This design comes from an exercise in tuning for small area, a short achievable clock period and few clock cycles per item on the open sky130 flow, not from production work. The RTL was checked by simulation tests, not by an equivalence proof against the original design. No activity file was given, so power comes from the tool's default toggle rates.

==> flow/design.v <==
module chunked_transition_lut_fsm (
    input  wire         clk,
    input  wire         rst,
    input  wire         start,
    input  wire [15:0]  cmd,
    input  wire [63:0]  xin,
    input  wire [63:0]  yin,
    input  wire [127:0] hin,
    output wire         busy,
    output wire         done,
    output wire         fault,
    output wire [1:0]   cause,
    output wire [127:0] hout,
    output wire [63:0]  xout,
    output wire [63:0]  yout
);
    localparam integer K  = 32;            
    localparam integer LK = 5;             
    localparam integer NB = 64 / K;        
    localparam integer LB = 6 - LK;        
    wire       c_var   = cmd[12];
    wire       c_dir   = cmd[11];
    wire       c_auto  = cmd[10];
    wire [1:0] c_wsel  = cmd[9:8];
    wire [7:0] c_order = cmd[7:0];
    wire [7:0] w_bits    = 8'd8 << c_wsel;
    wire       illegal   = (cmd[15:13] != 3'd0) || (c_var && c_auto);
    wire       order_bad = !c_auto && (c_order > w_bits);
    wire       c_fault   = illegal | order_bad;
    wire [5:0] om1    = c_order[5:0] - 6'd1;
    wire [5:0] c_top  = c_auto ? (w_bits[6:0] - 7'd1) : om1;
    wire       c_none = !c_auto && (c_order[6:0] == 7'd0);
    wire       c_upz  = c_dir ? (hin[127:64] == 64'd0)
                              : ((xin[63:32] | yin[63:32]) == 32'd0);
    wire [LB-1:0] c_b0 = c_top[5:LK] & ~(c_auto & c_upz);
    reg [127:0]   r;
    reg           act_r, done_r;
    reg [1:0]     cause_r;
    reg [3:0]     tq1;            
    reg [7:0]     tq0;            
    reg           var_r, dir_r;
    reg           su, sv;
    wire [2*K-1:0] bout;
    wire [127:0] res = {r[127:2*K], bout};
    assign busy  = act_r;
    assign done  = done_r;
    assign cause = cause_r;
    assign fault = cause_r[0] | cause_r[1];
    assign hout  = res;
    genvar g;
    generate
        for (g = 0; g < 64; g = g + 1) begin : g_o
            assign xout[g] = res[2*g+1];
            assign yout[g] = res[2*g];
        end
    endgenerate
    wire [2*K-1:0] bin = act_r ? r[4*K-1:2*K] : r[2*K-1:0];
    function [5:0] comp;    
        input [5:0] lo, hi;
        reg a00, a01, a10, a11, c00, c01, c10, c11;
        begin
            {a00, a01, a10, a11} = lo[5:2];
            {c00, c01, c10, c11} = hi[5:2];
            comp[5] = (a00 & c00) ^ (a01 & c10);
            comp[4] = (a00 & c01) ^ (a01 & c11);
            comp[3] = (a10 & c00) ^ (a11 & c10);
            comp[2] = (a10 & c01) ^ (a11 & c11);
            comp[1] = (a00 & hi[1]) ^ (a01 & hi[0]) ^ lo[1];
            comp[0] = (a10 & hi[1]) ^ (a11 & hi[0]) ^ lo[0];
        end
    endfunction
    reg  [K-1:0] la, lb;
    reg  [5:0]   lmap [0:K];      
    integer j;
    reg a, b, c, top, low;
    always @(*) begin
        lmap[0] = {4'b0000, su, sv};
        for (j = K - 1; j >= 0; j = j - 1) begin
            top = tq1[j/8] && tq0[j%8];
            low = var_r && !top;
            a = bin[2*j+1] ^ low;
            b = bin[2*j] ^ (low & dir_r);
            c = a ^ b;
            la[j] = a;
            lb[j] = b;
            if (top)
                lmap[K-j] = {4'b0000, a ^ dir_r, ~(a ^ dir_r)};
            else if (!dir_r)
                lmap[K-j] = {1'b1, c, ~c, 1'b1, c & a, ~c & ~a};
            else
                lmap[K-j] = {4'b1001, a & b, ~a & ~b};
        end
    end
    wire [5:0] e_m [0:K-1];
    genvar e2;
    generate
        for (e2 = 0; e2 < K; e2 = e2 + 1) begin : g_e
            assign e_m[e2] = lmap[e2];
        end
    endgenerate
    wire [5:0] bk1 = comp(e_m[1], e_m[0]);
    wire [5:0] bk2 = comp(e_m[3], e_m[2]);
    wire [5:0] bk3 = comp(e_m[5], e_m[4]);
    wire [5:0] bk4 = comp(e_m[7], e_m[6]);
    wire [5:0] bk5 = comp(e_m[9], e_m[8]);
    wire [5:0] bk6 = comp(e_m[11], e_m[10]);
    wire [5:0] bk7 = comp(e_m[13], e_m[12]);
    wire [5:0] bk8 = comp(e_m[15], e_m[14]);
    wire [5:0] bk9 = comp(e_m[17], e_m[16]);
    wire [5:0] bk10 = comp(e_m[19], e_m[18]);
    wire [5:0] bk11 = comp(e_m[21], e_m[20]);
    wire [5:0] bk12 = comp(e_m[23], e_m[22]);
    wire [5:0] bk13 = comp(e_m[25], e_m[24]);
    wire [5:0] bk14 = comp(e_m[27], e_m[26]);
    wire [5:0] bk15 = comp(e_m[29], e_m[28]);
    wire [5:0] bk16 = comp(e_m[31], e_m[30]);
    wire [5:0] bk17 = comp(bk2, bk1);
    wire [5:0] bk18 = comp(bk4, bk3);
    wire [5:0] bk19 = comp(bk6, bk5);
    wire [5:0] bk20 = comp(bk8, bk7);
    wire [5:0] bk21 = comp(bk10, bk9);
    wire [5:0] bk22 = comp(bk12, bk11);
    wire [5:0] bk23 = comp(bk14, bk13);
    wire [5:0] bk24 = comp(bk16, bk15);
    wire [5:0] bk25 = comp(bk18, bk17);
    wire [5:0] bk26 = comp(bk20, bk19);
    wire [5:0] bk27 = comp(bk22, bk21);
    wire [5:0] bk28 = comp(bk24, bk23);
    wire [5:0] bk29 = comp(bk26, bk25);
    wire [5:0] bk30 = comp(bk28, bk27);
    wire [5:0] bk31 = comp(bk30, bk29);
    wire [5:0] bk32 = comp(bk27, bk29);
    wire [5:0] bk33 = comp(bk19, bk25);
    wire [5:0] bk34 = comp(bk21, bk29);
    wire [5:0] bk35 = comp(bk23, bk32);
    wire [5:0] bk36 = comp(bk3, bk17);
    wire [5:0] bk37 = comp(bk5, bk25);
    wire [5:0] bk38 = comp(bk7, bk33);
    wire [5:0] bk39 = comp(bk9, bk29);
    wire [5:0] bk40 = comp(bk11, bk34);
    wire [5:0] bk41 = comp(bk13, bk32);
    wire [5:0] bk42 = comp(bk15, bk35);
    wire [5:0] bk43 = comp(e_m[2], bk1);
    wire [5:0] bk44 = comp(e_m[4], bk17);
    wire [5:0] bk45 = comp(e_m[6], bk36);
    wire [5:0] bk46 = comp(e_m[8], bk25);
    wire [5:0] bk47 = comp(e_m[10], bk37);
    wire [5:0] bk48 = comp(e_m[12], bk33);
    wire [5:0] bk49 = comp(e_m[14], bk38);
    wire [5:0] bk50 = comp(e_m[16], bk29);
    wire [5:0] bk51 = comp(e_m[18], bk39);
    wire [5:0] bk52 = comp(e_m[20], bk34);
    wire [5:0] bk53 = comp(e_m[22], bk40);
    wire [5:0] bk54 = comp(e_m[24], bk32);
    wire [5:0] bk55 = comp(e_m[26], bk41);
    wire [5:0] bk56 = comp(e_m[28], bk35);
    wire [5:0] bk57 = comp(e_m[30], bk42);
    wire [5:0] pre [0:LK][0:K-1];
    assign pre[LK][0] = e_m[0];
    assign pre[LK][1] = bk1;
    assign pre[LK][2] = bk43;
    assign pre[LK][3] = bk17;
    assign pre[LK][4] = bk44;
    assign pre[LK][5] = bk36;
    assign pre[LK][6] = bk45;
    assign pre[LK][7] = bk25;
    assign pre[LK][8] = bk46;
    assign pre[LK][9] = bk37;
    assign pre[LK][10] = bk47;
    assign pre[LK][11] = bk33;
    assign pre[LK][12] = bk48;
    assign pre[LK][13] = bk38;
    assign pre[LK][14] = bk49;
    assign pre[LK][15] = bk29;
    assign pre[LK][16] = bk50;
    assign pre[LK][17] = bk39;
    assign pre[LK][18] = bk51;
    assign pre[LK][19] = bk34;
    assign pre[LK][20] = bk52;
    assign pre[LK][21] = bk40;
    assign pre[LK][22] = bk53;
    assign pre[LK][23] = bk32;
    assign pre[LK][24] = bk54;
    assign pre[LK][25] = bk41;
    assign pre[LK][26] = bk55;
    assign pre[LK][27] = bk35;
    assign pre[LK][28] = bk56;
    assign pre[LK][29] = bk42;
    assign pre[LK][30] = bk57;
    assign pre[LK][31] = bk31;
    reg  [2*K-1:0] bo;
    assign bout = bo;
    reg            nu, nv;
    reg u, v, sw, oa, oc;
    integer k;
    always @(*) begin
        for (k = K - 1; k >= 0; k = k - 1) begin
            u  = pre[LK][K-1-k][1];
            v  = pre[LK][K-1-k][0];
            oa = la[k];
            oc = la[k] ^ lb[k];
            sw = u ^ v;
            if (!dir_r)
                bo[2*k +: 2] = {oa ^ (oc ? v : u), oc};
            else
                bo[2*k +: 2] = {(sw ? oc : oa) ^ u, (sw ? oa : oc) ^ u};
        end
    end
    wire [5:0] lastm = lmap[K];
    wire [1:0] s_in0 = pre[LK][K-1][1:0];
    always @(*) begin
        nu = (lastm[5] & s_in0[1]) ^ (lastm[4] & s_in0[0]) ^ lastm[1];
        nv = (lastm[3] & s_in0[1]) ^ (lastm[2] & s_in0[0]) ^ lastm[0];
    end
    wire [7:0] th_lt, th_eq, tl_le;
    generate
        for (g = 0; g < 8; g = g + 1) begin : g_th
            assign th_lt[g] = !c_none && (g < c_top[5:3]);
            assign th_eq[g] = !c_none && (g == c_top[5:3]);
            assign tl_le[g] = (g <= c_top[2:0]);
        end
    endgenerate
    wire [63:0] keep;
    generate
        for (g = 0; g < 64; g = g + 1) begin : g_keep
            assign keep[g] = th_lt[g/8] | (th_eq[g/8] & tl_le[g%8]);
        end
    endgenerate
    wire launch = start && !act_r;
    wire [NB-1:0] padb = {c_b0[0] & !c_none, !c_none};
    integer i;
    always @(posedge clk) begin
        if (rst) begin
            act_r   <= 1'b0;
            done_r  <= 1'b0;
            cause_r <= 2'd0;
        end else if (launch) begin
            cause_r <= illegal ? 2'd1 : order_bad ? 2'd2 : 2'd0;
            act_r   <= !c_fault && !c_none && c_b0[0];
            done_r  <= c_fault || c_none || !c_b0[0];
        end else if (act_r) begin
            act_r   <= 1'b0;
            done_r  <= 1'b1;
        end
        if (launch) begin
            for (i = 0; i < 64; i = i + 1) begin
                r[2*i+1] <= keep[i] ? (c_dir ? hin[2*i+1] : xin[i]) : padb[i/K] & c_var;
                r[2*i]   <= keep[i] ? (c_dir ? hin[2*i]   : yin[i]) : padb[i/K] & c_var & c_dir;
            end
            for (i = 0; i < 4; i = i + 1)
                tq1[i] <= c_var && !c_none && (c_top[4:3] == i);
            for (i = 0; i < 8; i = i + 1)
                tq0[i] <= (c_top[2:0] == i);
            var_r <= c_var && !c_none;
            dir_r <= c_dir;
            su    <= 1'b0;
            sv    <= c_order[0];
        end else if (act_r) begin
            r[4*K-1:2*K] <= bout;
            tq1   <= 4'd0;
            su    <= nu;
            sv    <= nv;
        end
    end
endmodule
Settings: LEC_CHECK=0, ABC_AREA=1, CAP_MARGIN=20, CORE_MARGIN=2, CORE_UTILIZATION=45, SETUP_SLACK_MARGIN=2, SLEW_MARGIN=20; clock period 10.0 ns.
standard.sh (not shown) runs the stock make flow with config.mk's settings and CLKGATE_MAP_FILE= SYNTH_SCRIPT=/design/flow/synth_recipe.tcl, a recipe that flattens the netlist after the stock synthesis.
==> flow/flow/run.sh <==
#!/bin/bash
# Standard layout, with the port buffers made from the smallest buffer cell.
set -euo pipefail
export BUFFER_PORTS_ARGS="-buffer_cell sky130_fd_sc_hd__buf_1"
bash standard.sh > standard_flow.log 2>&1
Testbench counts at the start, summed over its fixed seeds: cycles 9,256, items 8,000.
Next try:
--- a/flow/design.v
+++ b/flow/design.v
@@ -37,4 +37,5 @@
     reg           act_r, done_r;
     reg [1:0]     cause_r;
+    reg           mtop;           
     reg [3:0]     tq1;            
     reg [7:0]     tq0;            
@@ -77,5 +78,5 @@
         lmap[0] = {4'b0000, su, sv};
         for (j = K - 1; j >= 0; j = j - 1) begin
-            top = tq1[j/8] && tq0[j%8];
+            top = mtop && tq1[j/8] && tq0[j%8];
             low = var_r && !top;
             a = bin[2*j+1] ^ low;
@@ -248,6 +249,7 @@
                 r[2*i]   <= keep[i] ? (c_dir ? hin[2*i]   : yin[i]) : padb[i/K] & c_var & c_dir;
             end
+            mtop  <= c_var && !c_none;
             for (i = 0; i < 4; i = i + 1)
-                tq1[i] <= c_var && !c_none && (c_top[4:3] == i);
+                tq1[i] <= (c_top[4:3] == i);
             for (i = 0; i < 8; i = i + 1)
                 tq0[i] <= (c_top[2:0] == i);
@@ -258,5 +260,5 @@
         end else if (act_r) begin
             r[4*K-1:2*K] <= bout;
-            tq1   <= 4'd0;
+            mtop  <= 1'b0;
             su    <= nu;
             sv    <= nv;
- register-to-register slack improved by 0.23 ns
- cell area is about the same
- clock-buffer cell count shrinks by 3
- maximum frequency is about the same
- clock power is higher by about 1%
- global-route usage falls by 0.11 points
- total power rises by 23%
- setup slack loses 0.0075 ns
- cell count increases by 2.7%
- non-clock buffer count falls by 11
Testbench counts after the change, summed over its fixed seeds: cycles 9,256, items 8,000.

[what the ideal ports hide]
The results above use ideal ports. As a check the final layouts listed here were re-extracted and re-timed, cells and wires unchanged.
Step 1, drivers: a clkbuf_16 drives clk and a buf_2 each remaining input, both assumed.
Step 2 adds t to the input delays and takes it off the output delays; t is the mean of the earliest and latest rising clock arrival at the registers after step 1. Input paths then give back, and output paths get back, about the clock's delay inside the block.
Slacks: no drivers / after step 1 / after step 2; pairs: no drivers / after step 1.
run | t (ns) | setup WS [ns] | latest minus earliest clock arrival (ns) | cell pins on the clock port's net
the first run | 0.506 | 2.239 / 2.182 / 2.688 | 0.011 / 0.011 | 1
the second run | 0.508 | 2.232 / 2.174 / 2.682 | 0.011 / 0.011 | 1
After both steps every run listed still meets setup and hold.
